Background: an optimization exercise with open tools, aiming at small area, a short achievable clock period and few clock cycles. Do not read the settings as production practice.
Function was checked by simulation only, so behaviour that the tests miss may differ from the original.
Power figures rest on the tool's default switching activity, not on a simulated workload.

[flow/config.mk]
export PLATFORM = sky130hd
export DESIGN_NAME = kb_report_encoder
export DESIGN_NICKNAME = kb_report_encoder
export VERILOG_FILES = /design/flow/design.v
export SDC_FILE = /design/flow/constraint.sdc
export NUM_CORES = 4
export LEC_CHECK = 0
export ABC_AREA = 1
export CAP_MARGIN = 20
export CORE_MARGIN = 2
export CORE_UTILIZATION = 55
export PLACE_DENSITY = 0.8
export SETUP_SLACK_MARGIN = 1.6
export SLEW_MARGIN = 20
[flow/design.v]
module kb_keymap (
    input  wire       layer,
    input  wire [6:0] idx,
    output reg  [7:0] code
);
    always @(*) begin
        case ({layer, idx})
            {1'b0, 7'd0}: code = 8'h29;
            {1'b0, 7'd1}: code = 8'h35;
            {1'b0, 7'd2}: code = 8'h2B;
            {1'b0, 7'd3}: code = 8'h39;
            {1'b0, 7'd4}: code = 8'hE1;
            {1'b0, 7'd5}: code = 8'hE0;
            {1'b0, 7'd6}: code = 8'h3A;
            {1'b0, 7'd7}: code = 8'h1E;
            {1'b0, 7'd8}: code = 8'h14;
            {1'b0, 7'd9}: code = 8'h04;
            {1'b0, 7'd10}: code = 8'h1D;
            {1'b0, 7'd11}: code = 8'hE3;
            {1'b0, 7'd12}: code = 8'h3B;
            {1'b0, 7'd13}: code = 8'h1F;
            {1'b0, 7'd14}: code = 8'h1A;
            {1'b0, 7'd15}: code = 8'h16;
            {1'b0, 7'd16}: code = 8'h1B;
            {1'b0, 7'd17}: code = 8'hE2;
            {1'b0, 7'd18}: code = 8'h3C;
            {1'b0, 7'd19}: code = 8'h20;
            {1'b0, 7'd20}: code = 8'h08;
            {1'b0, 7'd21}: code = 8'h07;
            {1'b0, 7'd22}: code = 8'h06;
            {1'b0, 7'd24}: code = 8'h3D;
            {1'b0, 7'd25}: code = 8'h21;
            {1'b0, 7'd26}: code = 8'h15;
            {1'b0, 7'd27}: code = 8'h09;
            {1'b0, 7'd28}: code = 8'h19;
            {1'b0, 7'd30}: code = 8'h3E;
            {1'b0, 7'd31}: code = 8'h22;
            {1'b0, 7'd32}: code = 8'h17;
            {1'b0, 7'd33}: code = 8'h0A;
            {1'b0, 7'd34}: code = 8'h05;
            {1'b0, 7'd35}: code = 8'h2C;
            {1'b0, 7'd36}: code = 8'h3F;
            {1'b0, 7'd37}: code = 8'h23;
            {1'b0, 7'd38}: code = 8'h1C;
            {1'b0, 7'd39}: code = 8'h0B;
            {1'b0, 7'd40}: code = 8'h11;
            {1'b0, 7'd42}: code = 8'h40;
            {1'b0, 7'd43}: code = 8'h24;
            {1'b0, 7'd44}: code = 8'h18;
            {1'b0, 7'd45}: code = 8'h0D;
            {1'b0, 7'd46}: code = 8'h10;
            {1'b0, 7'd48}: code = 8'h41;
            {1'b0, 7'd49}: code = 8'h25;
            {1'b0, 7'd50}: code = 8'h0C;
            {1'b0, 7'd51}: code = 8'h0E;
            {1'b0, 7'd52}: code = 8'h36;
            {1'b0, 7'd54}: code = 8'h42;
            {1'b0, 7'd55}: code = 8'h26;
            {1'b0, 7'd56}: code = 8'h12;
            {1'b0, 7'd57}: code = 8'h0F;
            {1'b0, 7'd58}: code = 8'h37;
            {1'b0, 7'd59}: code = 8'hE6;
            {1'b0, 7'd60}: code = 8'h43;
            {1'b0, 7'd61}: code = 8'h27;
            {1'b0, 7'd62}: code = 8'h13;
            {1'b0, 7'd63}: code = 8'h33;
            {1'b0, 7'd64}: code = 8'h38;
            {1'b0, 7'd65}: code = 8'hE7;
            {1'b0, 7'd66}: code = 8'h44;
            {1'b0, 7'd67}: code = 8'h2D;
            {1'b0, 7'd68}: code = 8'h2F;
            {1'b0, 7'd69}: code = 8'h34;
            {1'b0, 7'd71}: code = 8'hE4;
            {1'b0, 7'd72}: code = 8'h45;
            {1'b0, 7'd73}: code = 8'h2E;
            {1'b0, 7'd74}: code = 8'h30;
            {1'b0, 7'd77}: code = 8'h50;
            {1'b0, 7'd78}: code = 8'h46;
            {1'b0, 7'd79}: code = 8'h2A;
            {1'b0, 7'd80}: code = 8'h31;
            {1'b0, 7'd81}: code = 8'h28;
            {1'b0, 7'd82}: code = 8'hE5;
            {1'b0, 7'd83}: code = 8'h51;
            {1'b0, 7'd84}: code = 8'h4C;
            {1'b0, 7'd85}: code = 8'h49;
            {1'b0, 7'd88}: code = 8'h52;
            {1'b0, 7'd89}: code = 8'h4F;
            {1'b0, 7'd90}: code = 8'h4A;
            {1'b0, 7'd91}: code = 8'h4B;
            {1'b0, 7'd92}: code = 8'h4E;
            {1'b0, 7'd93}: code = 8'h4D;
            {1'b1, 7'd0}: code = 8'h01;
            {1'b1, 7'd1}: code = 8'h35;
            {1'b1, 7'd2}: code = 8'h2B;
            {1'b1, 7'd3}: code = 8'h39;
            {1'b1, 7'd4}: code = 8'hE5;
            {1'b1, 7'd5}: code = 8'hE0;
            {1'b1, 7'd6}: code = 8'h7F;
            {1'b1, 7'd7}: code = 8'h1E;
            {1'b1, 7'd8}: code = 8'h14;
            {1'b1, 7'd9}: code = 8'h03;
            {1'b1, 7'd10}: code = 8'h1D;
            {1'b1, 7'd11}: code = 8'hE3;
            {1'b1, 7'd12}: code = 8'h80;
            {1'b1, 7'd13}: code = 8'h1F;
            {1'b1, 7'd14}: code = 8'h1A;
            {1'b1, 7'd15}: code = 8'h16;
            {1'b1, 7'd16}: code = 8'h1B;
            {1'b1, 7'd17}: code = 8'hE2;
            {1'b1, 7'd18}: code = 8'h81;
            {1'b1, 7'd19}: code = 8'h20;
            {1'b1, 7'd20}: code = 8'h08;
            {1'b1, 7'd21}: code = 8'h07;
            {1'b1, 7'd24}: code = 8'h74;
            {1'b1, 7'd25}: code = 8'h21;
            {1'b1, 7'd26}: code = 8'h15;
            {1'b1, 7'd27}: code = 8'h09;
            {1'b1, 7'd28}: code = 8'h19;
            {1'b1, 7'd30}: code = 8'h75;
            {1'b1, 7'd31}: code = 8'h22;
            {1'b1, 7'd32}: code = 8'h17;
            {1'b1, 7'd33}: code = 8'h0A;
            {1'b1, 7'd34}: code = 8'h05;
            {1'b1, 7'd36}: code = 8'h76;
            {1'b1, 7'd37}: code = 8'h23;
            {1'b1, 7'd38}: code = 8'h1C;
            {1'b1, 7'd39}: code = 8'h0B;
            {1'b1, 7'd40}: code = 8'h11;
            {1'b1, 7'd42}: code = 8'h77;
            {1'b1, 7'd43}: code = 8'h24;
            {1'b1, 7'd44}: code = 8'h18;
            {1'b1, 7'd45}: code = 8'h0D;
            {1'b1, 7'd46}: code = 8'h10;
            {1'b1, 7'd48}: code = 8'h78;
            {1'b1, 7'd49}: code = 8'h25;
            {1'b1, 7'd50}: code = 8'h0C;
            {1'b1, 7'd51}: code = 8'h0E;
            {1'b1, 7'd52}: code = 8'h36;
            {1'b1, 7'd54}: code = 8'h79;
            {1'b1, 7'd55}: code = 8'h26;
            {1'b1, 7'd56}: code = 8'h12;
            {1'b1, 7'd57}: code = 8'h0F;
            {1'b1, 7'd58}: code = 8'h37;
            {1'b1, 7'd59}: code = 8'hE6;
            {1'b1, 7'd60}: code = 8'h7A;
            {1'b1, 7'd61}: code = 8'h27;
            {1'b1, 7'd62}: code = 8'h13;
            {1'b1, 7'd63}: code = 8'h33;
            {1'b1, 7'd64}: code = 8'h38;
            {1'b1, 7'd65}: code = 8'hE7;
            {1'b1, 7'd66}: code = 8'h7B;
            {1'b1, 7'd67}: code = 8'h2D;
            {1'b1, 7'd68}: code = 8'h2F;
            {1'b1, 7'd69}: code = 8'h34;
            {1'b1, 7'd71}: code = 8'hE4;
            {1'b1, 7'd72}: code = 8'h7C;
            {1'b1, 7'd73}: code = 8'h2E;
            {1'b1, 7'd74}: code = 8'h30;
            {1'b1, 7'd77}: code = 8'h4A;
            {1'b1, 7'd78}: code = 8'h48;
            {1'b1, 7'd79}: code = 8'h2A;
            {1'b1, 7'd80}: code = 8'h31;
            {1'b1, 7'd81}: code = 8'h28;
            {1'b1, 7'd82}: code = 8'hE5;
            {1'b1, 7'd83}: code = 8'h4E;
            {1'b1, 7'd84}: code = 8'h47;
            {1'b1, 7'd85}: code = 8'h49;
            {1'b1, 7'd88}: code = 8'h4B;
            {1'b1, 7'd89}: code = 8'h4D;
            {1'b1, 7'd90}: code = 8'h02;
            {1'b1, 7'd91}: code = 8'h4B;
            {1'b1, 7'd92}: code = 8'h4E;
            {1'b1, 7'd93}: code = 8'h4D;
            default: code = 8'h00;
        endcase
    end
endmodule
module kb_report_encoder (
    input  wire        clk,
    input  wire        rst,
    input  wire        start,
    input  wire [95:0] deb,
    output wire        ready,
    output reg         done,
    output reg  [63:0] report,
    output wire        changed
);
    wire L = deb[95];
    reg        busy;
    reg  [2:0] ph;
    reg  [12:0] gtr;     
    reg  [5:1] qst;     
    reg        valid, diffa, diffb;
    wire p0 = ~busy;
    wire active = busy | start;
    wire cont;          
    wire n0 = (deb[0] & ~L);
    wire n1 = deb[1];
    wire n2 = deb[2];
    wire n3 = deb[3];
    wire n4 = deb[6];
    wire n5 = deb[7];
    wire n6 = deb[8];
    wire n7 = (deb[9] & ~L);
    wire n8 = deb[10];
    wire n9 = deb[12];
    wire n10 = deb[13];
    wire n11 = deb[14];
    wire n12 = deb[15];
    wire n13 = deb[16];
    wire n14 = deb[18];
    wire n15 = deb[19];
    wire n16 = deb[20];
    wire n17 = deb[21];
    wire n18 = (deb[22] & ~L);
    wire n19 = deb[24];
    wire n20 = deb[25];
    wire n21 = deb[26];
    wire n22 = deb[27];
    wire n23 = deb[28];
    wire n24 = deb[30];
    wire n25 = deb[31];
    wire n26 = deb[32];
    wire n27 = deb[33];
    wire n28 = deb[34];
    wire n29 = (deb[35] & ~L);
    wire n30 = deb[36];
    wire n31 = deb[37];
    wire n32 = deb[38];
    wire n33 = deb[39];
    wire n34 = deb[40];
    wire n35 = deb[42];
    wire n36 = deb[43];
    wire n37 = deb[44];
    wire n38 = deb[45];
    wire n39 = deb[46];
    wire n40 = deb[48];
    wire n41 = deb[49];
    wire n42 = deb[50];
    wire n43 = deb[51];
    wire n44 = deb[52];
    wire n45 = deb[54];
    wire n46 = deb[55];
    wire n47 = deb[56];
    wire n48 = deb[57];
    wire n49 = deb[58];
    wire n50 = deb[60];
    wire n51 = deb[61];
    wire n52 = deb[62];
    wire n53 = deb[63];
    wire n54 = deb[64];
    wire n55 = deb[66];
    wire n56 = deb[67];
    wire n57 = deb[68];
    wire n58 = deb[69];
    wire n59 = deb[72];
    wire n60 = deb[73];
    wire n61 = deb[74];
    wire n62 = deb[77];
    wire n63 = deb[78];
    wire n64 = deb[79];
    wire n65 = deb[80];
    wire n66 = deb[81];
    wire n67 = deb[83];
    wire n68 = deb[84];
    wire n69 = deb[85];
    wire n70 = deb[88];
    wire n71 = deb[89];
    wire n72 = (deb[90] & ~L);
    wire n73 = deb[91];
    wire n74 = deb[92];
    wire n75 = deb[93];
    wire n76 = 1'b0;
    wire n77 = 1'b0;
    wire gt0 = gtr[0];
    wire m0 = n0 & gt0;
    wire m1 = n1 & (gt0 | (gtr[1] & qst[1]));
    wire m2 = n2 & (gt0 | (gtr[1] & qst[2]));
    wire m3 = n3 & (gt0 | (gtr[1] & qst[3]));
    wire m4 = n4 & (gt0 | (gtr[1] & qst[4]));
    wire m5 = n5 & (gt0 | (gtr[1] & qst[5]));
    wire a0 = m0 | m1 | m2 | m3 | m4 | m5;
    wire d0 = (m0 & m1) | (m0 & m2) | (m0 & m3) | (m0 & m4) | (m0 & m5) | (m1 & m2) | (m1 & m3) | (m1 & m4) | (m1 & m5) | (m2 & m3) | (m2 & m4) | (m2 & m5) | (m3 & m4) | (m3 & m5) | (m4 & m5);
    wire h0 = m0;
    wire h1 = ~m0 & m1;
    wire h2 = ~m0 & ~m1 & m2;
    wire h3 = ~m0 & ~m1 & ~m2 & m3;
    wire h4 = ~m0 & ~m1 & ~m2 & ~m3 & m4;
    wire h5 = ~m0 & ~m1 & ~m2 & ~m3 & ~m4 & m5;
    wire af0_1 = m0;
    wire af0_2 = m0 | m1;
    wire af0_3 = m0 | m1 | m2;
    wire af0_4 = m0 | m1 | m2 | m3;
    wire af0_5 = m0 | m1 | m2 | m3 | m4;
    wire lc0_0 = h0 | h1 | h2 | h3 | (L & (h4));
    wire lc0_1 = h2 | h4 | h5;
    wire lc0_2 = h1 | h5 | (L & (h4));
    wire lc0_3 = h0 | h2 | h3 | h4 | h5;
    wire lc0_4 = h1 | h3 | h4 | h5;
    wire lc0_5 = h0 | h1 | h2 | h3 | h4;
    wire lc0_6 = (L & (h4));
    wire lc0_7 = 1'b0;
    wire gt1 = gtr[1];
    wire m6 = n6 & gt1;
    wire m7 = n7 & (gt1 | (gtr[2] & qst[1]));
    wire m8 = n8 & (gt1 | (gtr[2] & qst[2]));
    wire m9 = n9 & (gt1 | (gtr[2] & qst[3]));
    wire m10 = n10 & (gt1 | (gtr[2] & qst[4]));
    wire m11 = n11 & (gt1 | (gtr[2] & qst[5]));
    wire a1 = m6 | m7 | m8 | m9 | m10 | m11;
    wire d1 = (m6 & m7) | (m6 & m8) | (m6 & m9) | (m6 & m10) | (m6 & m11) | (m7 & m8) | (m7 & m9) | (m7 & m10) | (m7 & m11) | (m8 & m9) | (m8 & m10) | (m8 & m11) | (m9 & m10) | (m9 & m11) | (m10 & m11);
    wire h6 = m6;
    wire h7 = ~m6 & m7;
    wire h8 = ~m6 & ~m7 & m8;
    wire h9 = ~m6 & ~m7 & ~m8 & m9;
    wire h10 = ~m6 & ~m7 & ~m8 & ~m9 & m10;
    wire h11 = ~m6 & ~m7 & ~m8 & ~m9 & ~m10 & m11;
    wire af1_1 = m6;
    wire af1_2 = m6 | m7;
    wire af1_3 = m6 | m7 | m8;
    wire af1_4 = m6 | m7 | m8 | m9;
    wire af1_5 = m6 | m7 | m8 | m9 | m10;
    wire lc1_0 = h8 | h10 | (~L & (h9));
    wire lc1_1 = h10 | h11 | (~L & (h9));
    wire lc1_2 = h6 | h7 | h8 | h10;
    wire lc1_3 = h8 | h10 | h11 | (~L & (h9));
    wire lc1_4 = h6 | h8 | h10 | h11 | (~L & (h9));
    wire lc1_5 = (~L & (h9));
    wire lc1_6 = 1'b0;
    wire lc1_7 = (L & (h9));
    wire gt2 = gtr[2];
    wire m12 = n12 & gt2;
    wire m13 = n13 & (gt2 | (gtr[3] & qst[1]));
    wire m14 = n14 & (gt2 | (gtr[3] & qst[2]));
    wire m15 = n15 & (gt2 | (gtr[3] & qst[3]));
    wire m16 = n16 & (gt2 | (gtr[3] & qst[4]));
    wire m17 = n17 & (gt2 | (gtr[3] & qst[5]));
    wire a2 = m12 | m13 | m14 | m15 | m16 | m17;
    wire d2 = (m12 & m13) | (m12 & m14) | (m12 & m15) | (m12 & m16) | (m12 & m17) | (m13 & m14) | (m13 & m15) | (m13 & m16) | (m13 & m17) | (m14 & m15) | (m14 & m16) | (m14 & m17) | (m15 & m16) | (m15 & m17) | (m16 & m17);
    wire h12 = m12;
    wire h13 = ~m12 & m13;
    wire h14 = ~m12 & ~m13 & m14;
    wire h15 = ~m12 & ~m13 & ~m14 & m15;
    wire h16 = ~m12 & ~m13 & ~m14 & ~m15 & m16;
    wire h17 = ~m12 & ~m13 & ~m14 & ~m15 & ~m16 & m17;
    wire af2_1 = m12;
    wire af2_2 = m12 | m13;
    wire af2_3 = m12 | m13 | m14;
    wire af2_4 = m12 | m13 | m14 | m15;
    wire af2_5 = m12 | m13 | m14 | m15 | m16;
    wire lc2_0 = h13 | h17 | (L & (h14));
    wire lc2_1 = h12 | h13 | h17;
    wire lc2_2 = h12 | h17 | (~L & (h14));
    wire lc2_3 = h13 | h16 | (~L & (h14));
    wire lc2_4 = h12 | h13 | (~L & (h14));
    wire lc2_5 = h15 | (~L & (h14));
    wire lc2_6 = 1'b0;
    wire lc2_7 = (L & (h14));
    wire gt3 = gtr[3];
    wire m18 = n18 & gt3;
    wire m19 = n19 & (gt3 | (gtr[4] & qst[1]));
    wire m20 = n20 & (gt3 | (gtr[4] & qst[2]));
    wire m21 = n21 & (gt3 | (gtr[4] & qst[3]));
    wire m22 = n22 & (gt3 | (gtr[4] & qst[4]));
    wire m23 = n23 & (gt3 | (gtr[4] & qst[5]));
    wire a3 = m18 | m19 | m20 | m21 | m22 | m23;
    wire d3 = (m18 & m19) | (m18 & m20) | (m18 & m21) | (m18 & m22) | (m18 & m23) | (m19 & m20) | (m19 & m21) | (m19 & m22) | (m19 & m23) | (m20 & m21) | (m20 & m22) | (m20 & m23) | (m21 & m22) | (m21 & m23) | (m22 & m23);
    wire h18 = m18;
    wire h19 = ~m18 & m19;
    wire h20 = ~m18 & ~m19 & m20;
    wire h21 = ~m18 & ~m19 & ~m20 & m21;
    wire h22 = ~m18 & ~m19 & ~m20 & ~m21 & m22;
    wire h23 = ~m18 & ~m19 & ~m20 & ~m21 & ~m22 & m23;
    wire af3_1 = m18;
    wire af3_2 = m18 | m19;
    wire af3_3 = m18 | m19 | m20;
    wire af3_4 = m18 | m19 | m20 | m21;
    wire af3_5 = m18 | m19 | m20 | m21 | m22;
    wire lc3_0 = h20 | h21 | h22 | h23 | (~L & (h19));
    wire lc3_1 = h18;
    wire lc3_2 = h18 | h19 | h21;
    wire lc3_3 = h22 | h23 | (~L & (h19));
    wire lc3_4 = h19 | h21 | h23;
    wire lc3_5 = h19 | h20;
    wire lc3_6 = (L & (h19));
    wire lc3_7 = 1'b0;
    wire gt4 = gtr[4];
    wire m24 = n24 & gt4;
    wire m25 = n25 & (gt4 | (gtr[5] & qst[1]));
    wire m26 = n26 & (gt4 | (gtr[5] & qst[2]));
    wire m27 = n27 & (gt4 | (gtr[5] & qst[3]));
    wire m28 = n28 & (gt4 | (gtr[5] & qst[4]));
    wire m29 = n29 & (gt4 | (gtr[5] & qst[5]));
    wire a4 = m24 | m25 | m26 | m27 | m28 | m29;
    wire d4 = (m24 & m25) | (m24 & m26) | (m24 & m27) | (m24 & m28) | (m24 & m29) | (m25 & m26) | (m25 & m27) | (m25 & m28) | (m25 & m29) | (m26 & m27) | (m26 & m28) | (m26 & m29) | (m27 & m28) | (m27 & m29) | (m28 & m29);
    wire h24 = m24;
    wire h25 = ~m24 & m25;
    wire h26 = ~m24 & ~m25 & m26;
    wire h27 = ~m24 & ~m25 & ~m26 & m27;
    wire h28 = ~m24 & ~m25 & ~m26 & ~m27 & m28;
    wire h29 = ~m24 & ~m25 & ~m26 & ~m27 & ~m28 & m29;
    wire af4_1 = m24;
    wire af4_2 = m24 | m25;
    wire af4_3 = m24 | m25 | m26;
    wire af4_4 = m24 | m25 | m26 | m27;
    wire af4_5 = m24 | m25 | m26 | m27 | m28;
    wire lc4_0 = h26 | h28 | (L & (h24));
    wire lc4_1 = h25 | h26 | h27 | (~L & (h24));
    wire lc4_2 = h24 | h26 | h28 | h29;
    wire lc4_3 = h27 | h29 | (~L & (h24));
    wire lc4_4 = h24 | h26;
    wire lc4_5 = h24 | h25 | h29;
    wire lc4_6 = (L & (h24));
    wire lc4_7 = 1'b0;
    wire gt5 = gtr[5];
    wire m30 = n30 & gt5;
    wire m31 = n31 & (gt5 | (gtr[6] & qst[1]));
    wire m32 = n32 & (gt5 | (gtr[6] & qst[2]));
    wire m33 = n33 & (gt5 | (gtr[6] & qst[3]));
    wire m34 = n34 & (gt5 | (gtr[6] & qst[4]));
    wire m35 = n35 & (gt5 | (gtr[6] & qst[5]));
    wire a5 = m30 | m31 | m32 | m33 | m34 | m35;
    wire d5 = (m30 & m31) | (m30 & m32) | (m30 & m33) | (m30 & m34) | (m30 & m35) | (m31 & m32) | (m31 & m33) | (m31 & m34) | (m31 & m35) | (m32 & m33) | (m32 & m34) | (m32 & m35) | (m33 & m34) | (m33 & m35) | (m34 & m35);
    wire h30 = m30;
    wire h31 = ~m30 & m31;
    wire h32 = ~m30 & ~m31 & m32;
    wire h33 = ~m30 & ~m31 & ~m32 & m33;
    wire h34 = ~m30 & ~m31 & ~m32 & ~m33 & m34;
    wire h35 = ~m30 & ~m31 & ~m32 & ~m33 & ~m34 & m35;
    wire af5_1 = m30;
    wire af5_2 = m30 | m31;
    wire af5_3 = m30 | m31 | m32;
    wire af5_4 = m30 | m31 | m32 | m33;
    wire af5_5 = m30 | m31 | m32 | m33 | m34;
    wire lc5_0 = h31 | h33 | h34 | (~L & (h30)) | (L & (h35));
    wire lc5_1 = h30 | h31 | h33 | (L & (h35));
    wire lc5_2 = h30 | h32 | (L & (h35));
    wire lc5_3 = h32 | h33 | (~L & (h30));
    wire lc5_4 = h30 | h32 | h34 | (L & (h35));
    wire lc5_5 = h30 | h31 | (L & (h35));
    wire lc5_6 = h35 | (L & (h30));
    wire lc5_7 = 1'b0;
    wire gt6 = gtr[6];
    wire m36 = n36 & gt6;
    wire m37 = n37 & (gt6 | (gtr[7] & qst[1]));
    wire m38 = n38 & (gt6 | (gtr[7] & qst[2]));
    wire m39 = n39 & (gt6 | (gtr[7] & qst[3]));
    wire m40 = n40 & (gt6 | (gtr[7] & qst[4]));
    wire m41 = n41 & (gt6 | (gtr[7] & qst[5]));
    wire a6 = m36 | m37 | m38 | m39 | m40 | m41;
    wire d6 = (m36 & m37) | (m36 & m38) | (m36 & m39) | (m36 & m40) | (m36 & m41) | (m37 & m38) | (m37 & m39) | (m37 & m40) | (m37 & m41) | (m38 & m39) | (m38 & m40) | (m38 & m41) | (m39 & m40) | (m39 & m41) | (m40 & m41);
    wire h36 = m36;
    wire h37 = ~m36 & m37;
    wire h38 = ~m36 & ~m37 & m38;
    wire h39 = ~m36 & ~m37 & ~m38 & m39;
    wire h40 = ~m36 & ~m37 & ~m38 & ~m39 & m40;
    wire h41 = ~m36 & ~m37 & ~m38 & ~m39 & ~m40 & m41;
    wire af6_1 = m36;
    wire af6_2 = m36 | m37;
    wire af6_3 = m36 | m37 | m38;
    wire af6_4 = m36 | m37 | m38 | m39;
    wire af6_5 = m36 | m37 | m38 | m39 | m40;
    wire lc6_0 = h38 | h41 | (~L & (h40));
    wire lc6_1 = 1'b0;
    wire lc6_2 = h36 | h38 | h41;
    wire lc6_3 = h37 | h38 | (L & (h40));
    wire lc6_4 = h37 | h39 | (L & (h40));
    wire lc6_5 = h36 | h41 | (L & (h40));
    wire lc6_6 = h40;
    wire lc6_7 = 1'b0;
    wire gt7 = gtr[7];
    wire m42 = n42 & gt7;
    wire m43 = n43 & (gt7 | (gtr[8] & qst[1]));
    wire m44 = n44 & (gt7 | (gtr[8] & qst[2]));
    wire m45 = n45 & (gt7 | (gtr[8] & qst[3]));
    wire m46 = n46 & (gt7 | (gtr[8] & qst[4]));
    wire m47 = n47 & (gt7 | (gtr[8] & qst[5]));
    wire a7 = m42 | m43 | m44 | m45 | m46 | m47;
    wire d7 = (m42 & m43) | (m42 & m44) | (m42 & m45) | (m42 & m46) | (m42 & m47) | (m43 & m44) | (m43 & m45) | (m43 & m46) | (m43 & m47) | (m44 & m45) | (m44 & m46) | (m44 & m47) | (m45 & m46) | (m45 & m47) | (m46 & m47);
    wire h42 = m42;
    wire h43 = ~m42 & m43;
    wire h44 = ~m42 & ~m43 & m44;
    wire h45 = ~m42 & ~m43 & ~m44 & m45;
    wire h46 = ~m42 & ~m43 & ~m44 & ~m45 & m46;
    wire h47 = ~m42 & ~m43 & ~m44 & ~m45 & ~m46 & m47;
    wire af7_1 = m42;
    wire af7_2 = m42 | m43;
    wire af7_3 = m42 | m43 | m44;
    wire af7_4 = m42 | m43 | m44 | m45;
    wire af7_5 = m42 | m43 | m44 | m45 | m46;
    wire lc7_0 = (L & (h45));
    wire lc7_1 = h43 | h44 | h46 | h47 | (~L & (h45));
    wire lc7_2 = h42 | h43 | h44 | h46;
    wire lc7_3 = h42 | h43 | (L & (h45));
    wire lc7_4 = h44 | h47 | (L & (h45));
    wire lc7_5 = h44 | h46 | (L & (h45));
    wire lc7_6 = h45;
    wire lc7_7 = 1'b0;
    wire gt8 = gtr[8];
    wire m48 = n48 & gt8;
    wire m49 = n49 & (gt8 | (gtr[9] & qst[1]));
    wire m50 = n50 & (gt8 | (gtr[9] & qst[2]));
    wire m51 = n51 & (gt8 | (gtr[9] & qst[3]));
    wire m52 = n52 & (gt8 | (gtr[9] & qst[4]));
    wire m53 = n53 & (gt8 | (gtr[9] & qst[5]));
    wire a8 = m48 | m49 | m50 | m51 | m52 | m53;
    wire d8 = (m48 & m49) | (m48 & m50) | (m48 & m51) | (m48 & m52) | (m48 & m53) | (m49 & m50) | (m49 & m51) | (m49 & m52) | (m49 & m53) | (m50 & m51) | (m50 & m52) | (m50 & m53) | (m51 & m52) | (m51 & m53) | (m52 & m53);
    wire h48 = m48;
    wire h49 = ~m48 & m49;
    wire h50 = ~m48 & ~m49 & m50;
    wire h51 = ~m48 & ~m49 & ~m50 & m51;
    wire h52 = ~m48 & ~m49 & ~m50 & ~m51 & m52;
    wire h53 = ~m48 & ~m49 & ~m50 & ~m51 & ~m52 & m53;
    wire af8_1 = m48;
    wire af8_2 = m48 | m49;
    wire af8_3 = m48 | m49 | m50;
    wire af8_4 = m48 | m49 | m50 | m51;
    wire af8_5 = m48 | m49 | m50 | m51 | m52;
    wire lc8_0 = h48 | h49 | h51 | h52 | h53 | (~L & (h50));
    wire lc8_1 = h48 | h49 | h50 | h51 | h52 | h53;
    wire lc8_2 = h48 | h49 | h51;
    wire lc8_3 = h48 | (L & (h50));
    wire lc8_4 = h49 | h52 | h53 | (L & (h50));
    wire lc8_5 = h49 | h51 | h53 | (L & (h50));
    wire lc8_6 = h50;
    wire lc8_7 = 1'b0;
    wire gt9 = gtr[9];
    wire m54 = n54 & gt9;
    wire m55 = n55 & (gt9 | (gtr[10] & qst[1]));
    wire m56 = n56 & (gt9 | (gtr[10] & qst[2]));
    wire m57 = n57 & (gt9 | (gtr[10] & qst[3]));
    wire m58 = n58 & (gt9 | (gtr[10] & qst[4]));
    wire m59 = n59 & (gt9 | (gtr[10] & qst[5]));
    wire a9 = m54 | m55 | m56 | m57 | m58 | m59;
    wire d9 = (m54 & m55) | (m54 & m56) | (m54 & m57) | (m54 & m58) | (m54 & m59) | (m55 & m56) | (m55 & m57) | (m55 & m58) | (m55 & m59) | (m56 & m57) | (m56 & m58) | (m56 & m59) | (m57 & m58) | (m57 & m59) | (m58 & m59);
    wire h54 = m54;
    wire h55 = ~m54 & m55;
    wire h56 = ~m54 & ~m55 & m56;
    wire h57 = ~m54 & ~m55 & ~m56 & m57;
    wire h58 = ~m54 & ~m55 & ~m56 & ~m57 & m58;
    wire h59 = ~m54 & ~m55 & ~m56 & ~m57 & ~m58 & m59;
    wire af9_1 = m54;
    wire af9_2 = m54 | m55;
    wire af9_3 = m54 | m55 | m56;
    wire af9_4 = m54 | m55 | m56 | m57;
    wire af9_5 = m54 | m55 | m56 | m57 | m58;
    wire lc9_0 = h56 | h57 | (~L & (h59)) | (L & (h55));
    wire lc9_1 = h57 | (L & (h55));
    wire lc9_2 = h56 | h57 | h58 | h59 | (~L & (h55));
    wire lc9_3 = h54 | h56 | h57 | (L & (h55 | h59));
    wire lc9_4 = h54 | h58 | (L & (h55 | h59));
    wire lc9_5 = h54 | h56 | h57 | h58 | (L & (h55 | h59));
    wire lc9_6 = h55 | h59;
    wire lc9_7 = 1'b0;
    wire gt10 = gtr[10];
    wire m60 = n60 & gt10;
    wire m61 = n61 & (gt10 | (gtr[11] & qst[1]));
    wire m62 = n62 & (gt10 | (gtr[11] & qst[2]));
    wire m63 = n63 & (gt10 | (gtr[11] & qst[3]));
    wire m64 = n64 & (gt10 | (gtr[11] & qst[4]));
    wire m65 = n65 & (gt10 | (gtr[11] & qst[5]));
    wire a10 = m60 | m61 | m62 | m63 | m64 | m65;
    wire d10 = (m60 & m61) | (m60 & m62) | (m60 & m63) | (m60 & m64) | (m60 & m65) | (m61 & m62) | (m61 & m63) | (m61 & m64) | (m61 & m65) | (m62 & m63) | (m62 & m64) | (m62 & m65) | (m63 & m64) | (m63 & m65) | (m64 & m65);
    wire h60 = m60;
    wire h61 = ~m60 & m61;
    wire h62 = ~m60 & ~m61 & m62;
    wire h63 = ~m60 & ~m61 & ~m62 & m63;
    wire h64 = ~m60 & ~m61 & ~m62 & ~m63 & m64;
    wire h65 = ~m60 & ~m61 & ~m62 & ~m63 & ~m64 & m65;
    wire af10_1 = m60;
    wire af10_2 = m60 | m61;
    wire af10_3 = m60 | m61 | m62;
    wire af10_4 = m60 | m61 | m62 | m63;
    wire af10_5 = m60 | m61 | m62 | m63 | m64;
    wire lc10_0 = h65;
    wire lc10_1 = h60 | h64 | (~L & (h63)) | (L & (h62));
    wire lc10_2 = h60 | (~L & (h63));
    wire lc10_3 = h60 | h64 | (L & (h62 | h63));
    wire lc10_4 = h61 | h65 | (~L & (h62));
    wire lc10_5 = h60 | h61 | h64 | h65;
    wire lc10_6 = h62 | h63;
    wire lc10_7 = 1'b0;
    wire gt11 = gtr[11];
    wire m66 = n66 & gt11;
    wire m67 = n67 & (gt11 | (gtr[12] & qst[1]));
    wire m68 = n68 & (gt11 | (gtr[12] & qst[2]));
    wire m69 = n69 & (gt11 | (gtr[12] & qst[3]));
    wire m70 = n70 & (gt11 | (gtr[12] & qst[4]));
    wire m71 = n71 & (gt11 | (gtr[12] & qst[5]));
    wire a11 = m66 | m67 | m68 | m69 | m70 | m71;
    wire d11 = (m66 & m67) | (m66 & m68) | (m66 & m69) | (m66 & m70) | (m66 & m71) | (m67 & m68) | (m67 & m69) | (m67 & m70) | (m67 & m71) | (m68 & m69) | (m68 & m70) | (m68 & m71) | (m69 & m70) | (m69 & m71) | (m70 & m71);
    wire h66 = m66;
    wire h67 = ~m66 & m67;
    wire h68 = ~m66 & ~m67 & m68;
    wire h69 = ~m66 & ~m67 & ~m68 & m69;
    wire h70 = ~m66 & ~m67 & ~m68 & ~m69 & m70;
    wire h71 = ~m66 & ~m67 & ~m68 & ~m69 & ~m70 & m71;
    wire af11_1 = m66;
    wire af11_2 = m66 | m67;
    wire af11_3 = m66 | m67 | m68;
    wire af11_4 = m66 | m67 | m68 | m69;
    wire af11_5 = m66 | m67 | m68 | m69 | m70;
    wire lc11_0 = h69 | h71 | (~L & (h67)) | (L & (h68 | h70));
    wire lc11_1 = h70 | (~L & (h71)) | (L & (h67 | h68));
    wire lc11_2 = h68 | h71 | (L & (h67));
    wire lc11_3 = h66 | h69 | h71 | (~L & (h68)) | (L & (h67 | h70));
    wire lc11_4 = (~L & (h67 | h70));
    wire lc11_5 = h66;
    wire lc11_6 = h67 | h68 | h69 | h70 | h71;
    wire lc11_7 = 1'b0;
    wire gt12 = gtr[12];
    wire m72 = n72 & gt12;
    wire m73 = n73 & (gt12 | (1'b1 & qst[1]));
    wire m74 = n74 & (gt12 | (1'b1 & qst[2]));
    wire m75 = n75 & (gt12 | (1'b1 & qst[3]));
    wire m76 = n76 & (gt12 | (1'b1 & qst[4]));
    wire m77 = n77 & (gt12 | (1'b1 & qst[5]));
    wire a12 = m72 | m73 | m74 | m75 | m76 | m77;
    wire d12 = (m72 & m73) | (m72 & m74) | (m72 & m75) | (m72 & m76) | (m72 & m77) | (m73 & m74) | (m73 & m75) | (m73 & m76) | (m73 & m77) | (m74 & m75) | (m74 & m76) | (m74 & m77) | (m75 & m76) | (m75 & m77) | (m76 & m77);
    wire h72 = m72;
    wire h73 = ~m72 & m73;
    wire h74 = ~m72 & ~m73 & m74;
    wire h75 = ~m72 & ~m73 & ~m74 & m75;
    wire h76 = ~m72 & ~m73 & ~m74 & ~m75 & m76;
    wire h77 = ~m72 & ~m73 & ~m74 & ~m75 & ~m76 & m77;
    wire af12_1 = m72;
    wire af12_2 = m72 | m73;
    wire af12_3 = m72 | m73 | m74;
    wire af12_4 = m72 | m73 | m74 | m75;
    wire af12_5 = m72 | m73 | m74 | m75 | m76;
    wire lc12_0 = h73 | h75;
    wire lc12_1 = h72 | h73 | h74;
    wire lc12_2 = h74 | h75;
    wire lc12_3 = h72 | h73 | h74 | h75;
    wire lc12_4 = 1'b0;
    wire lc12_5 = 1'b0;
    wire lc12_6 = h72 | h73 | h74 | h75;
    wire lc12_7 = 1'b0;
    reg  [12:0] pin;   
    integer s_, d_;
    always @(*) begin
        pin = {a12,a11,a10,a9,a8,a7,a6,a5,a4,a3,a2,a1,a0};
        for (d_ = 1; d_ < 13; d_ = d_ * 2)
            for (s_ = 12; s_ >= 0; s_ = s_ - 1)
                if ((s_ / d_) % 2 == 1) pin[s_] = pin[s_] | pin[(s_ / d_) * d_ - 1];
    end
    wire [13:0] P = {pin, 1'b0};   
    wire any = P[13];
    wire r0 = a0 & ~P[0];
    wire r1 = a1 & ~P[1];
    wire r2 = a2 & ~P[2];
    wire r3 = a3 & ~P[3];
    wire r4 = a4 & ~P[4];
    wire r5 = a5 & ~P[5];
    wire r6 = a6 & ~P[6];
    wire r7 = a7 & ~P[7];
    wire r8 = a8 & ~P[8];
    wire r9 = a9 & ~P[9];
    wire r10 = a10 & ~P[10];
    wire r11 = a11 & ~P[11];
    wire r12 = a12 & ~P[12];
    wire [7:0] code;
    assign code[0] = (r0 & lc0_0) | (r1 & lc1_0) | (r2 & lc2_0) | (r3 & lc3_0) | (r4 & lc4_0) | (r5 & lc5_0) | (r6 & lc6_0) | (r7 & lc7_0) | (r8 & lc8_0) | (r9 & lc9_0) | (r10 & lc10_0) | (r11 & lc11_0) | (r12 & lc12_0);
    assign code[1] = (r0 & lc0_1) | (r1 & lc1_1) | (r2 & lc2_1) | (r3 & lc3_1) | (r4 & lc4_1) | (r5 & lc5_1) | (r6 & lc6_1) | (r7 & lc7_1) | (r8 & lc8_1) | (r9 & lc9_1) | (r10 & lc10_1) | (r11 & lc11_1) | (r12 & lc12_1);
    assign code[2] = (r0 & lc0_2) | (r1 & lc1_2) | (r2 & lc2_2) | (r3 & lc3_2) | (r4 & lc4_2) | (r5 & lc5_2) | (r6 & lc6_2) | (r7 & lc7_2) | (r8 & lc8_2) | (r9 & lc9_2) | (r10 & lc10_2) | (r11 & lc11_2) | (r12 & lc12_2);
    assign code[3] = (r0 & lc0_3) | (r1 & lc1_3) | (r2 & lc2_3) | (r3 & lc3_3) | (r4 & lc4_3) | (r5 & lc5_3) | (r6 & lc6_3) | (r7 & lc7_3) | (r8 & lc8_3) | (r9 & lc9_3) | (r10 & lc10_3) | (r11 & lc11_3) | (r12 & lc12_3);
    assign code[4] = (r0 & lc0_4) | (r1 & lc1_4) | (r2 & lc2_4) | (r3 & lc3_4) | (r4 & lc4_4) | (r5 & lc5_4) | (r6 & lc6_4) | (r7 & lc7_4) | (r8 & lc8_4) | (r9 & lc9_4) | (r10 & lc10_4) | (r11 & lc11_4) | (r12 & lc12_4);
    assign code[5] = (r0 & lc0_5) | (r1 & lc1_5) | (r2 & lc2_5) | (r3 & lc3_5) | (r4 & lc4_5) | (r5 & lc5_5) | (r6 & lc6_5) | (r7 & lc7_5) | (r8 & lc8_5) | (r9 & lc9_5) | (r10 & lc10_5) | (r11 & lc11_5) | (r12 & lc12_5);
    assign code[6] = (r0 & lc0_6) | (r1 & lc1_6) | (r2 & lc2_6) | (r3 & lc3_6) | (r4 & lc4_6) | (r5 & lc5_6) | (r6 & lc6_6) | (r7 & lc7_6) | (r8 & lc8_6) | (r9 & lc9_6) | (r10 & lc10_6) | (r11 & lc11_6) | (r12 & lc12_6);
    assign code[7] = (r0 & lc0_7) | (r1 & lc1_7) | (r2 & lc2_7) | (r3 & lc3_7) | (r4 & lc4_7) | (r5 & lc5_7) | (r6 & lc6_7) | (r7 & lc7_7) | (r8 & lc8_7) | (r9 & lc9_7) | (r10 & lc10_7) | (r11 & lc11_7) | (r12 & lc12_7);
    wire qn1 = (r0 & af0_1) | (r1 & af1_1) | (r2 & af2_1) | (r3 & af3_1) | (r4 & af4_1) | (r5 & af5_1) | (r6 & af6_1) | (r7 & af7_1) | (r8 & af8_1) | (r9 & af9_1) | (r10 & af10_1) | (r11 & af11_1) | (r12 & af12_1);
    wire qn2 = (r0 & af0_2) | (r1 & af1_2) | (r2 & af2_2) | (r3 & af3_2) | (r4 & af4_2) | (r5 & af5_2) | (r6 & af6_2) | (r7 & af7_2) | (r8 & af8_2) | (r9 & af9_2) | (r10 & af10_2) | (r11 & af11_2) | (r12 & af12_2);
    wire qn3 = (r0 & af0_3) | (r1 & af1_3) | (r2 & af2_3) | (r3 & af3_3) | (r4 & af4_3) | (r5 & af5_3) | (r6 & af6_3) | (r7 & af7_3) | (r8 & af8_3) | (r9 & af9_3) | (r10 & af10_3) | (r11 & af11_3) | (r12 & af12_3);
    wire qn4 = (r0 & af0_4) | (r1 & af1_4) | (r2 & af2_4) | (r3 & af3_4) | (r4 & af4_4) | (r5 & af5_4) | (r6 & af6_4) | (r7 & af7_4) | (r8 & af8_4) | (r9 & af9_4) | (r10 & af10_4) | (r11 & af11_4) | (r12 & af12_4);
    wire qn5 = (r0 & af0_5) | (r1 & af1_5) | (r2 & af2_5) | (r3 & af3_5) | (r4 & af4_5) | (r5 & af5_5) | (r6 & af6_5) | (r7 & af7_5) | (r8 & af8_5) | (r9 & af9_5) | (r10 & af10_5) | (r11 & af11_5) | (r12 & af12_5);
    wire tb1_1 = a0 | a1;
    wire tb2_1 = (a0 & a1);
    wire tb1_2 = a2 | a3;
    wire tb2_2 = (a2 & a3);
    wire tb1_3 = a4 | a5;
    wire tb2_3 = (a4 & a5);
    wire tb1_4 = a6 | a7;
    wire tb2_4 = (a6 & a7);
    wire tb1_5 = a8 | a9;
    wire tb2_5 = (a8 & a9);
    wire tb1_6 = a10 | a11;
    wire tb2_6 = (a10 & a11);
    wire tb1_7 = tb1_1 | tb1_2;
    wire tb2_7 = (tb1_1 & tb1_2) | tb2_1 | tb2_2;
    wire tb1_8 = tb1_3 | tb1_4;
    wire tb2_8 = (tb1_3 & tb1_4) | tb2_3 | tb2_4;
    wire tb1_9 = tb1_5 | tb1_6;
    wire tb2_9 = (tb1_5 & tb1_6) | tb2_5 | tb2_6;
    wire tb1_10 = tb1_7 | tb1_8;
    wire tb2_10 = (tb1_7 & tb1_8) | tb2_7 | tb2_8;
    wire tb1_11 = tb1_9 | a12;
    wire tb2_11 = (tb1_9 & a12) | tb2_9;
    wire tb1_12 = tb1_10 | tb1_11;
    wire tb2_12 = (tb1_10 & tb1_11) | tb2_10 | tb2_11;
    wire more = tb2_12 | d0 | d1 | d2 | d3 | d4 | d5 | d6 | d7 | d8 | d9 | d10 | d11 | d12;
    wire [7:0] mods = ({8{deb[4]}} & (L ? 8'h20 : 8'h02)) | ({8{deb[5]}} & 8'h01) | ({8{deb[11]}} & 8'h08) | ({8{deb[17]}} & 8'h04) | ({8{deb[59]}} & 8'h40) | ({8{deb[65]}} & 8'h80) | ({8{deb[71]}} & 8'h10) | ({8{deb[82]}} & 8'h20);
    wire any9 = deb[10] | deb[12] | deb[13] | deb[14] | deb[15] | deb[16] | deb[18] | deb[19] | deb[20] | deb[21] | deb[24] | deb[25] | deb[26] | deb[27] | deb[28] | deb[30] | deb[31] | deb[32] | deb[33] | deb[34] | deb[36] | deb[37] | deb[38] | deb[39] | deb[40] | deb[42] | deb[43] | deb[44] | deb[45] | deb[46] | deb[48] | deb[49] | deb[50] | deb[51] | deb[52] | deb[54] | deb[55] | deb[56] | deb[57] | deb[58] | deb[60] | deb[61] | deb[62] | deb[63] | deb[64] | deb[66] | deb[67] | deb[68] | deb[69] | deb[72] | deb[73] | deb[74] | deb[77] | deb[78] | deb[79] | deb[80] | deb[81] | deb[83] | deb[84] | deb[85] | deb[88] | deb[89] | deb[91] | deb[92] | deb[93];
    wire any90 = deb[91] | deb[92] | deb[93];
    wire sent = L & (deb[0] | deb[9] | deb[90]);
    wire [7:0] sbyte = deb[90] ? (any90 ? 8'h01 : 8'h02) :
                       deb[9]  ? (any9  ? 8'h01 : 8'h03) : 8'h01;
    wire [2:0] phe = ph;    
    wire ovf    = more & (phe == 3'd5);
    wire fill   = (p0 & sent) | ovf;
    wire [7:0] fb = ovf ? 8'h01 : sbyte;
    wire finish = fill | ~more;
    assign cont = active & ~finish;
    wire [7:0] old [0:5];
    reg  [5:0] en;
    reg  [7:0] d [0:5];
    integer s;
    always @(*) begin
        for (s = 0; s < 6; s = s + 1) begin
            en[s] = fill | (phe == s) | (finish & (phe < s));
            d[s]  = fill ? fb : ((phe == s) ? code : 8'h00);
        end
    end
    genvar gs;
    generate for (gs = 0; gs < 6; gs = gs + 1) begin : G_OLD
        assign old[gs] = report[16 + 8*gs +: 8];
    end endgenerate
    wire dmods = (mods != report[7:0]);
    reg  [7:0] old_ph;    
    reg  dfill, dzero, old_not01;
    always @(*) begin
        old_ph = 8'h00; dfill = 1'b0; dzero = 1'b0; old_not01 = 1'b0;
        for (s = 0; s < 6; s = s + 1) begin
            old_ph    = old_ph | ({8{phe == s}} & old[s]);
            dfill     = dfill | (old[s] != fb);
            dzero     = dzero | ((phe < s) & (old[s] != 8'h00));
            old_not01 = old_not01 | ((phe == s) & (old[s] != 8'h01));
        end
    end
    reg  [1:0] xr;
    wire [7:0] xc = code ^ old_ph;
    reg        chg_r;
    wire xdiff = |xr;
    wire cmpen = ~fill & ~(p0 & ~valid);
    wire enow = (p0 & dmods) | (fill ? dfill : (finish & dzero));
    wire nz   = (mods != 8'h00) | sent | any;
    wire chg_fin = ovf ? (diffb | old_not01) :
                   p0  ? (valid ? enow : nz) : (diffa | xdiff | enow);
    assign changed = chg_r | xdiff;
    assign ready = ~busy;
    always @(posedge clk) begin
        if (rst) begin
            busy  <= 1'b0;
            done  <= 1'b0;
            valid <= 1'b0;
        end else begin
            done <= active & finish;
            busy <= active & ~finish;
            if (active & p0) valid <= 1'b1;
        end
        ph  <= (rst | ~cont) ? 3'd0 : phe + 3'd1;
        gtr <= (rst | ~cont) ? {13{1'b1}} : P[12:0];
        qst <= {qn5,qn4,qn3,qn2,qn1};
        xr  <= (active & cmpen) ? {|xc[7:4], |xc[3:0]} : 2'b00;
        if (active) begin
            if (p0) report[7:0] <= mods;
            for (s = 0; s < 6; s = s + 1)
                if (en[s]) report[16 + 8*s +: 8] <= d[s];
            report[15:8] <= 8'h00;
            chg_r <= chg_fin;
            diffa <= p0 ? (valid ? enow : 1'b1) : (diffa | xdiff | enow);
            diffb <= p0 ? (valid ? (dmods | old_not01) : 1'b1) : (diffb | old_not01);
        end
    end
endmodule
[flow/standard.sh]
#!/bin/bash
# synth_recipe.tcl (not shown) runs the flow's synth.tcl, then flattens the netlist and writes it again
# the make line also repeats each setting of config.mk as NAME=value (left out here)
make -C /OpenROAD-flow-scripts/flow DESIGN_CONFIG=/design/flow/config.mk WORK_HOME=/design/flow/orfs CLKGATE_MAP_FILE= SYNTH_SCRIPT=/design/flow/synth_recipe.tcl "${@:-finish}"
[flow/constraint.sdc]
create_clock -name core_clock -period 5.0 [get_ports {clk}]
set_input_delay 1.0000 -clock core_clock [delete_from_list [all_inputs] [get_ports {clk}]]
set_output_delay 1.0000 -clock core_clock [all_outputs]
set_load 0.01 [all_outputs]
[flow/flow/run.sh]
#!/bin/bash
# The standard layout (standard.sh), with every input and output port still
# buffered, but with a plain buffer cell (buf_1) instead of the resizer's
# default choice (a delay buffer, clkdlybuf4s50_1).
set -euo pipefail
export BUFFER_PORTS_ARGS="-buffer_cell sky130_fd_sc_hd__buf_1"
bash standard.sh > standard_flow.log 2>&1
==> results.cfg, run 1 <==
[floorplanning]
initial_core_util_pct = 56.5
rows = 44
dieArea_um2 = 15900
io_pins = 166
fp.coreArea_um2 = 14500
die_w_um = 126
dieHeight_um = 126

[clock_tree]
clkLatencyLatePin_ns = 0.37
cts_tree = built
max-clock-path-buffers = 2
root_buffer = clkbuf_16
htreeDepth = 3
clk_pin_slew_ns = 0.06
cts_inserted_buffers = 9
clock-sinks = 85

[timing]
hold_violations = 0
fin_ws_ns = 1.72
holdWs_ns = 0.529
tightest_slew_ns = 1.09
fin_crit_sh_pct = 65.6
finalCriticalPeriod_ns = 3.28
clock.fmax_mhz = 305
fin_skew_ns = 0.0150
setup_viol = 0
drv_slew = 0
tns_ns = 0
grt_setup_unrepaired = yes
maxSlewHeadroom_pct = 26.5

[layout]
multi_input_area_um2 = 5370
final_area_um2 = 9680
area_growth_pct = 18.0
seqCellArea_um2 = 2300
stdcell_count = 1747
fillCellCount = 1387
post-route-util_pct = 66.6
layout.nets = 1661
antenna_cells = 0
drive_gt1_share_pct = 11.0

[synth]
synth.distinct_cells = 58
synth.avg_cell_area_um2 = 5.91
yosys.area.top_type = edfxtp_1
synth_seq_cells = 85
async_flop_share_pct = 0
synthCells = 1389
synth-seq-area-share_pct = 27.9
synth_top_area_share_pct = 21.6
synth_edf_count = 59
synth_flop_cell = edfxtp_1
synth_area_leaders = edfxtp_1 (22%), nand2_1 (21%), nor2_1 (10%)
yosysWarnings = 2
netlist_area_um2 = 8210

[place]
preCtsSetupSlack_ns = 0.680
placed_cell_area_um2 = 8960
dp_hpwl_mm = 25.4
dpl.cell_count = 1713
io_buffers = 146
place_congestion = 1.04

[grt]
antenna_found_initial = 0
track_usage_pct = 39.3
grt_pass1_vias = 9053
grt_overflow = 0
grt_max_degree = 23
grt_pass1_wl_mm = 48.7

[worst_setup_path]
worstPathMaxFanout = 8
slowest_delay_ns = 0.19
cp_num_buf_inv = 4
r2r_end = gtr[11]
crit_chain = clkbuf_4 > inv_4 > nand3_2 > nand2_2 > nor2_4 > nand2_2 > nor2_4 > nand2_4 > a21oi_2 > nand2_1 > nor2_2 > nand2_4 > nand2_4 > inv_1 > nor3_4 > nor2_1 > a21oi_4 > buf_12
reg2reg_depth = 21
critical_path_class = in2reg
critPathLaunchType = primary input
crit_cells = 18
worstSetupEndpointType = flip-flop
ff2ff_setup_slack_ns = 1.81
cp_common_cell = nand2_4
worst_path_dominant_cell_family = simple AND/OR/NAND/NOR gates
crit_required_ns = 5.07
cp.arrival_ns = 3.35
reg2reg_from = qst[2]
slowest_stage = nor2_4

[drt]
routed_wl_mm = 32.0
first_iter_violations = 1343
drt-vias-per-instance = 5.86
wire_per_inst_um = 18.3
drc_errors = 0
num_vias = 10200
dr.pass1.iters = 6
postRouteAntennaNets = 0

[worst_hold_path]
min-delay-start = valid
min_to = valid
min_path_cells = 2
hp-class = reg2reg

[power_and_ir_drop]
vdd_drop_max_mv = 0.159
p_leak_nw = 4.62
power_mw = 2.06
pwr_density_cell_nw_per_um2 = 213

[status]
run_status = finished clean

[flow_run]
drv_cap = 0
==> sequential cells by signal, summed over array words and instances (netlist names) <==
signal / count
report: 56
gtr: 13
qst: 5
ph: 3
xr: 2
busy: 1
chg_r: 1
diffa: 1
diffb: 1
done: 1
valid: 1
==> power by group <==
group          internal (mW)  switching (mW)  leakage (nW)
clock network          0.342           0.321         0.133
registers              0.807          0.0606         0.786
logic                  0.167           0.362          3.70
==> worst max-delay path by stage <==
stage	start	end	slack, ns
2_1_floorplan	deb[9]	report[24]	1.68
6_report	deb[95]	report[33]	1.72
3_5_place_dp	deb[95]	report[28]	0.68
5_1_grt	deb[95]	chg_r	1.57
3_3_place_gp	deb[95]	report[28]	0.71
4_1_cts	deb[95]	report[33]	1.60
==> tightest hold or removal path, stage by stage, from the launching register on <==
cell and delay [ns]:
dfxtp_1 0.34, nor2_1 0.11, nor2_1 0.04
==> cell type report <==
class / count / area share (%)
sequential: 85 / 23.7
timing repair buffer: 172 / 8.18
multi-input combinational: 1102 / 55.5
clock inverter: 7 / 0.568
tap: 184 / 2.38
clock buffer: 9 / 2.33
inverter: 188 / 7.34
==> cell usage after synthesis (5+ instances only) <==
cell type	n
a211oi_1	6
a21oi_1	46
a221oi_1	7
a31oi_1	8
buf_2	5
buf_4	9
clkbuf_1	5
dfxtp_1	26
edfxtp_1	59
inv_1	156
inv_2	30
nand2_1	463
nand2_2	17
nand3_1	81
nand3b_1	7
nand4_1	17
nor2_1	223
nor2_2	11
nor2_4	6
nor3_1	32
nor4_1	23
o211ai_1	7
o21ai_0	55
o21ai_1	16
o221ai_1	6
xor2_1	9
==> layout by cell type, fill, tap and decap left out, types with 15 or more instances in the layout <==
master	n
nor2_4	15
nand2_1	449
nor4_1	23
inv_1	150
edfxtp_1	59
nand4_1	17
o21ai_0	54
nand2_2	26
dfxtp_1	21
nand3_1	75
nor3_1	29
buf_1	145
buf_4	22
o21ai_1	17
nor2_1	215
a21oi_1	37
inv_2	34
==> cells by family (layout without fill, tap and decap cells) <==
group | Yosys count | in the layout | share of synthesized area (%)
fa+ha+maj | 4 | 4 | 0.610
xor+xnor | 10 | 10 | 1.07
flops | 85 | 85 | 27.9
other cells | 1 | 8 | 0.0457
simple gates | 896 | 896 | 46.6
buf+inv | 209 | 376 | 10.1
compound gates | 184 | 184 | 13.6
==> layer usage <==
metal / wire length (µm) / track usage [%] / vias to the layer above
li1: - / - / 4879
met1: 13100 / 56.6 / 4614
met2: 13500 / 59.6 / 653
met3: 4260 / 8.41 / 86
met4: 1150 / 11.4 / 0
met5: 0 / 0 / -
==> what timing repair did <==
action	in CTS	in global routing
gates resized for setup	30	52
hold buffers	0	0
buffers inserted	7	10
pin swaps	8	12
cloned	0	0
hold endpoints to repair	0	0
setup endpoints to repair	99	100
Testbench counts, summed over its fixed seeds: cycles 5,590.
==> run 2, diff against run 1 <==
--- a/flow/config.mk
+++ b/flow/config.mk
@@ -10,5 +10,5 @@
 export CORE_MARGIN = 2
 export CORE_UTILIZATION = 55
 export PLACE_DENSITY = 0.8
-export SETUP_SLACK_MARGIN = 1.6
+export SETUP_SLACK_MARGIN = 1.8
 export SLEW_MARGIN = 20
==> results.cfg, run 2 <==
[layout]
stdcell_count = 1773
final_common_cell = nand2_1
post-route-util_pct = 71.5
most-common-layout-cells = nand2_1 (417), nor2_1 (193), inv_1 (145), buf_1 (143), nand3_1 (66)
largest_reg_flops = 56
drive_gt1_share_pct = 17.9
fillCellCount = 1338
top_register = report
area_growth_pct = 26.5
seqCellArea_um2 = 2300
layout.nets = 1687
antenna_cells = 0
reg_top3 = report (56), gtr (13), qst (5)
multi_input_area_um2 = 5740

[floorplanning]
die_w_um = 126
dieHeight_um = 126
dieArea_um2 = 15900
initial_core_util_pct = 56.5
fp.coreArea_um2 = 14500
rows = 44
io_pins = 166

[flow_run]
drv_cap = 0

[synth]
synth_area_leaders = edfxtp_1 (22%), nand2_1 (21%), nor2_1 (10%)
synth_seq_cells = 85
synth_edf_count = 59
synth_top_area_share_pct = 21.6
synth.avg_cell_area_um2 = 5.91
yosysWarnings = 2
synthTopCellsByCount = nand2_1 (463), nor2_1 (223), inv_1 (156), nand3_1 (81), edfxtp_1 (59)
yosysMostFrequentCell = nand2_1
async_flop_share_pct = 0
yosys.area.top_type = edfxtp_1
synthCells = 1389
netlist_area_um2 = 8210
synth.distinct_cells = 58
synth-seq-area-share_pct = 27.9
synth_flop_cell = edfxtp_1

[timing]
tightest_slew_ns = 1.09
tns_ns = 0
maxSlewHeadroom_pct = 26.6
clock.fmax_mhz = 314
fin_ws_ns = 1.82
fin_skew_ns = 0.0159
drv_slew = 0
hold_violations = 0
finalCriticalPeriod_ns = 3.18
setup_viol = 0
fin_crit_sh_pct = 63.7
grt_setup_unrepaired = no

[clock_tree]
cts_inserted_buffers = 9
clk_pin_slew_ns = 0.07
htreeDepth = 3
max-clock-path-buffers = 2
postCtsHoldBufs = 0
cts_tree = built
clkLatencyLatePin_ns = 0.36
root_buffer = clkbuf_16
clock-sinks = 85

[power_and_ir_drop]
seqPwrFrac_pct = 38.2
pwr_density_cell_nw_per_um2 = 219
comb_power_share_pct = 25.7
p_int_mw = 1.49
vdd_drop_max_mv = 0.211
power_mw = 2.27
switchingPower_mw = 0.779
p_leak_nw = 4.92
power_frac_clock_pct = 36.1
switching_share_pct = 34.3

[worst_setup_path]
cp_common_cell = nand2_1
slowest_stage = nor2_2
cp.arrival_ns = 3.30
slowest_delay_ns = 0.19
crit_required_ns = 5.12
critical_path_class = in2reg
cp-startpoint = deb[73]
crit_chain = buf_1 > nand2_2 > nand2_2 > nor2_4 > nand3_2 > nor2_2 > nand2_4 > a21oi_2 > nand2_1 > nor2_2 > nand2_4 > nand2_4 > nand2_2 > a21oi_2 > nand3_1 > nand2_2 > nand2_1 > nand2_1 > nand2_1 > nand2_1 > nand2_1
worstPathMaxFanout = 6
ff2ff_setup_slack_ns = 1.89
reg2reg_from = qst[2]
worstSetupEndpointType = flip-flop
critPathLaunchType = primary input

[grt]
grt_pass1_wl_mm = 51.4
grt_max_degree = 20
track_usage_pct = 41.5
grt_pass1_vias = 9638
antenna_found_initial = 0
grt_overflow = 0

[place]
place_congestion = 1.06
dpl.cell_count = 1712
io_buffers = 146
dp_hpwl_mm = 26.0
preCtsSetupSlack_ns = 0.907

[drt]
first_iter_violations = 1475
drt-vias-per-instance = 6.00
dr.pass1.iters = 6
num_vias = 10600
drc_errors = 0
wire_per_inst_um = 19.4
routed_wl_mm = 34.5
postRouteAntennaNets = 0

[status]
run_status = finished clean

[worst_hold_path]
min-delay-start = ph[0]
hp-class = reg2reg
-- run 2: cell count changes in the layout (fill, tap and decap cells not counted), sizes merged --
cell,previous run,this run
buf,171,195
inv,189,187
bufinv,0,3
bufbuf,0,1
clkinvlp,2,1
clkbuf,10,11
-- run 2: cell type report --
| class | instances | area share (%) |
|---|---|---|
| Inverter | 188 | 6.95 |
| Timing Repair Buffer | 198 | 9.98 |
| Clock inverter | 7 | 1.28 |
| Clock buffer | 9 | 2.17 |
| Sequential cell | 85 | 22.2 |
| Tap cell | 184 | 2.22 |
| Multi-Input combinational cell | 1102 | 55.2 |
-- run 2: per-stage QoR --
stage | hold slack [ns] | instance area, µm²
floorplan | 0.467 | 8270
global placement | 0.504 | 8970
detailed placement | 0.518 | 8970
CTS | 0.534 | 9870
global route | 0.553 | 10400
finish | 0.527 | 10400
-- run 2: path summary, 6_finish.rpt --
| check | to | cells past startpoint |
|---|---|---|
| setup reg to reg | chg_r | 22 |
| setup / recovery | chg_r | 21 |
| hold reg to reg | ph[0] | 1 |
| hold / removal | ph[0] | 1 |
-- run 2: metal layers --
metal  part of all wire, %  routed length [µm]  global-route usage (%)  vias up
li1                      -                   -                       -     4933
met5                     0                   0                       0        -
met4                   3.4                1170                    13.4        0
met2                    44               15000                    64.2      746
met1                    39               13500                    56.9     4859
met3                    14                4750                    10.6       93
-- run 2: kinds of logic after synthesis --
family	synth area share [%]
xor+xnor	1.07
flops	27.9
compound gates	13.6
simple gates	46.6
other cells	0.0457
fa+ha+maj	0.610
buf+inv	10.1
-- run 2: critical path, delay by kind of cell --
kind,cells,cell delay [ns]
and+or+nand+nor,18,1.88
AOI/OAI and AO/OA,2,0.29
buffers and inverters,1,0.12
-- run 2: repair_timing --
action / in CTS / in global routing
gates cloned: 1 / 0
buffers inserted: 22 / 22
gates resized for setup: 83 / 111
endpoints found under the setup margin: 103 / 107
pin swaps: 19 / 38
-- run 2: power by group through the flow --
| stage | Clock [mW] | Sequential (mW) | Combinational (mW) |
|---|---|---|---|
| floorplan | 0 | 0.868 | 0.305 |
| global placement | 0 | 0.876 | 0.475 |
| detailed placement | 0 | 0.878 | 0.481 |
| CTS | 0.819 | 0.864 | 0.530 |
| global route | 0.837 | 0.871 | 0.626 |
| finish | 0.820 | 0.868 | 0.583 |
==> run 3, diff against run 2 <==
--- a/flow/config.mk
+++ b/flow/config.mk
@@ -10,5 +10,5 @@
 export CORE_MARGIN = 2
 export CORE_UTILIZATION = 55
 export PLACE_DENSITY = 0.8
-export SETUP_SLACK_MARGIN = 1.8
+export SETUP_SLACK_MARGIN = 1.5
 export SLEW_MARGIN = 20
==> results.cfg, run 3 <==
[drt]
routed_wl_mm = 32.5
first_iter_violations = 1428
wire_per_inst_um = 18.7
num_vias = 10400
postRouteAntennaNets = 0
drt-vias-per-instance = 5.99
drc_errors = 0
dr.pass1.iters = 6

[grt]
antenna_found_initial = 0
grt_max_degree = 20
track_usage_pct = 39.8
grt_pass1_vias = 9329
grt_pass1_wl_mm = 49.3
grt_overflow = 0

[synth]
synthTopCellsByCount = nand2_1 (463), nor2_1 (223), inv_1 (156), nand3_1 (81), edfxtp_1 (59)
yosysMostFrequentCell = nand2_1
async_flop_share_pct = 0
synth_seq_cells = 85
synth_area_leaders = edfxtp_1 (22%), nand2_1 (21%), nor2_1 (10%)
yosysWarnings = 2
synthCells = 1389
synth_flop_cell = edfxtp_1
netlist_area_um2 = 8210
synth_edf_count = 59
synth_top_area_share_pct = 21.6
synth.distinct_cells = 58
yosys.area.top_type = edfxtp_1
synth-seq-area-share_pct = 27.9
synth.avg_cell_area_um2 = 5.91

[clock_tree]
postCtsHoldBufs = 0
clock-sinks = 85
max-clock-path-buffers = 2
htreeDepth = 3
root_buffer = clkbuf_16
clkLatencyLatePin_ns = 0.36
clk_pin_slew_ns = 0.06
cts_inserted_buffers = 9
cts_tree = built

[timing]
fin_skew_ns = 0.0132
hold_violations = 0
tns_ns = 0
finalCriticalPeriod_ns = 3.48
fin_ws_ns = 1.52
tightest_slew_ns = 1.09
setup_viol = 0
fin_crit_sh_pct = 69.7
holdWs_ns = 0.537
clock.fmax_mhz = 287
drv_slew = 0
maxSlewHeadroom_pct = 27.1
grt_setup_unrepaired = yes

[worst_setup_path]
endpoint = report[36]
worstPathMaxFanout = 10
critPathLaunchType = primary input
reg2reg_depth = 16
ff2ff_setup_slack_ns = 1.63
worstSetupEndpointType = flip-flop
crit_required_ns = 5.09
cp-startpoint = deb[9]
cp.arrival_ns = 3.58
r2r_end = report[36]
critical_path_class = in2reg
reg2reg_from = qst[3]

[power_and_ir_drop]
p_leak_nw = 4.57
pwr_density_cell_nw_per_um2 = 216
vdd_drop_max_mv = 0.219

[layout]
layout.nets = 1653
most-common-layout-cells = nand2_1 (450), nor2_1 (216), inv_1 (155), buf_1 (145), nand3_1 (77)
top_register = report
reg_top3 = report (56), gtr (13), qst (5)
final_common_cell = nand2_1
antenna_cells = 0
area_growth_pct = 16.2
post-route-util_pct = 65.6
largest_reg_flops = 56
drive_gt1_share_pct = 9.52

[place]
preCtsSetupSlack_ns = 0.553
place_congestion = 1.00
dp_hpwl_mm = 25.9
io_buffers = 146

[floorplanning]
dieHeight_um = 126
fp.coreArea_um2 = 14500
initial_core_util_pct = 56.5
io_pins = 166
dieArea_um2 = 15900
rows = 44
die_w_um = 126

[status]
run_status = finished clean

[worst_hold_path]
hp-class = reg2reg

[flow_run]
drv_cap = 0
run 3: repair_timing:
| action | 4_1_cts | 5_1_grt |
|---|---|---|
| setup endpoints to repair | 34 | 100 |
| resized for setup | 14 | 44 |
| setup buffers | 4 | 7 |
| pin swaps | 3 | 9 |
run 3: kinds of logic after synthesis:
logic type | count (synthesis) | share of synthesized area [%]
other cells | 1 | 0.0457
simple gates | 896 | 46.6
buf+inv | 209 | 10.1
compound gates | 184 | 13.6
flops | 85 | 27.9
fa+ha+maj | 4 | 0.610
xor+xnor | 10 | 1.07
run 3: metrics by stage:
stage | std cells | instance area (µm²) | power [mW]
2_1_floorplan | 1396 | 8240 | 1.17
3_3_place_gp | 1712 | 8940 | 1.35
3_5_place_dp | 1712 | 8940 | 1.35
4_1_cts | 1732 | 9330 | 2.03
5_1_grt | 1739 | 9540 | 2.14
6_report | 1739 | 9540 | 2.06
run 3: critical path, stage by stage:
cell      delay, ns
buf_1          0.13
inv_1          0.07
nor2_1         0.13
nand2_1        0.10
nand2_2        0.11
nor2_4         0.06
nand2_2        0.11
nor2_4         0.06
buf_4          0.13
nand2_1        0.24
nor2_1         0.13
a211oi_2       0.40
nand4_1        0.16
a21oi_1        0.27
nand3b_1       0.15
inv_1          0.26
nor2_1         0.07
run 3: worst min-delay path by stage:
stage	start	cells after the start	end
after global routing	ph[0]	1	ph[0]
after detailed placement	valid	2	valid
after global placement	valid	2	valid
after floorplan	ph[0]	1	ph[0]
final	valid	2	valid
after CTS	valid	2	valid
run 3: cell type report:
class | instances | area (µm²)
fillers | 1396 | 5000
repair buffers | 164 | 717
clock inverters | 7 | 57.6
inverters | 188 | 706
clock buffers | 9 | 225
well taps | 184 | 230
flip-flops and latches | 85 | 2300
multi-input cells | 1102 | 5300
run 3: routing by layer:
metal / vias to the layer above / routed length [µm] / track usage [%]
met5: - / 0 / 0
li1: 4869 / - / -
met1: 4659 / 13000 / 56.3
met2: 770 / 13600 / 59.5
met4: 0 / 1360 / 15.3
met3: 110 / 4570 / 8.75
run 3: where the power goes:
group	internal [mW]	total [mW]	switching, mW
clock network	0.345	0.670	0.325
registers	0.807	0.867	0.0604
logic	0.162	0.525	0.363

[what the ideal ports hide]
How much do the figures lean on ideal ports? The routed layouts below were timed once more, with nothing changed but the port constraints. Step 1: set_driving_cell puts a clkbuf_16 on clk and a buf_2 on each other input, an assumption about the parent block. Step 2 moves the port delays by t, midway between the first and last clock arrival at a register: inputs arrive t later, outputs are due t later. That takes back most of the time a late clock gives input paths. Slacks: no drivers / after step 1 / after step 2; pairs: no drivers / after step 1.
run	t (ns)	setup slack, ns	clock arrival spread, ns	worst slew at a driven data input, ns
run 1	0.404	1.720 / 1.744 / 1.339	0.015 / 0.015	0.06
run 2	0.390	1.815 / 1.837 / 1.447	0.016 / 0.016	0.07
run 3	0.395	1.516 / 1.537 / 1.143	0.014 / 0.013	0.07
After both steps every run listed still meets setup and hold. For run 1, which loses most, drivers alone change the setup slack by +0.024 ns; drivers and shift together by -0.381 ns.
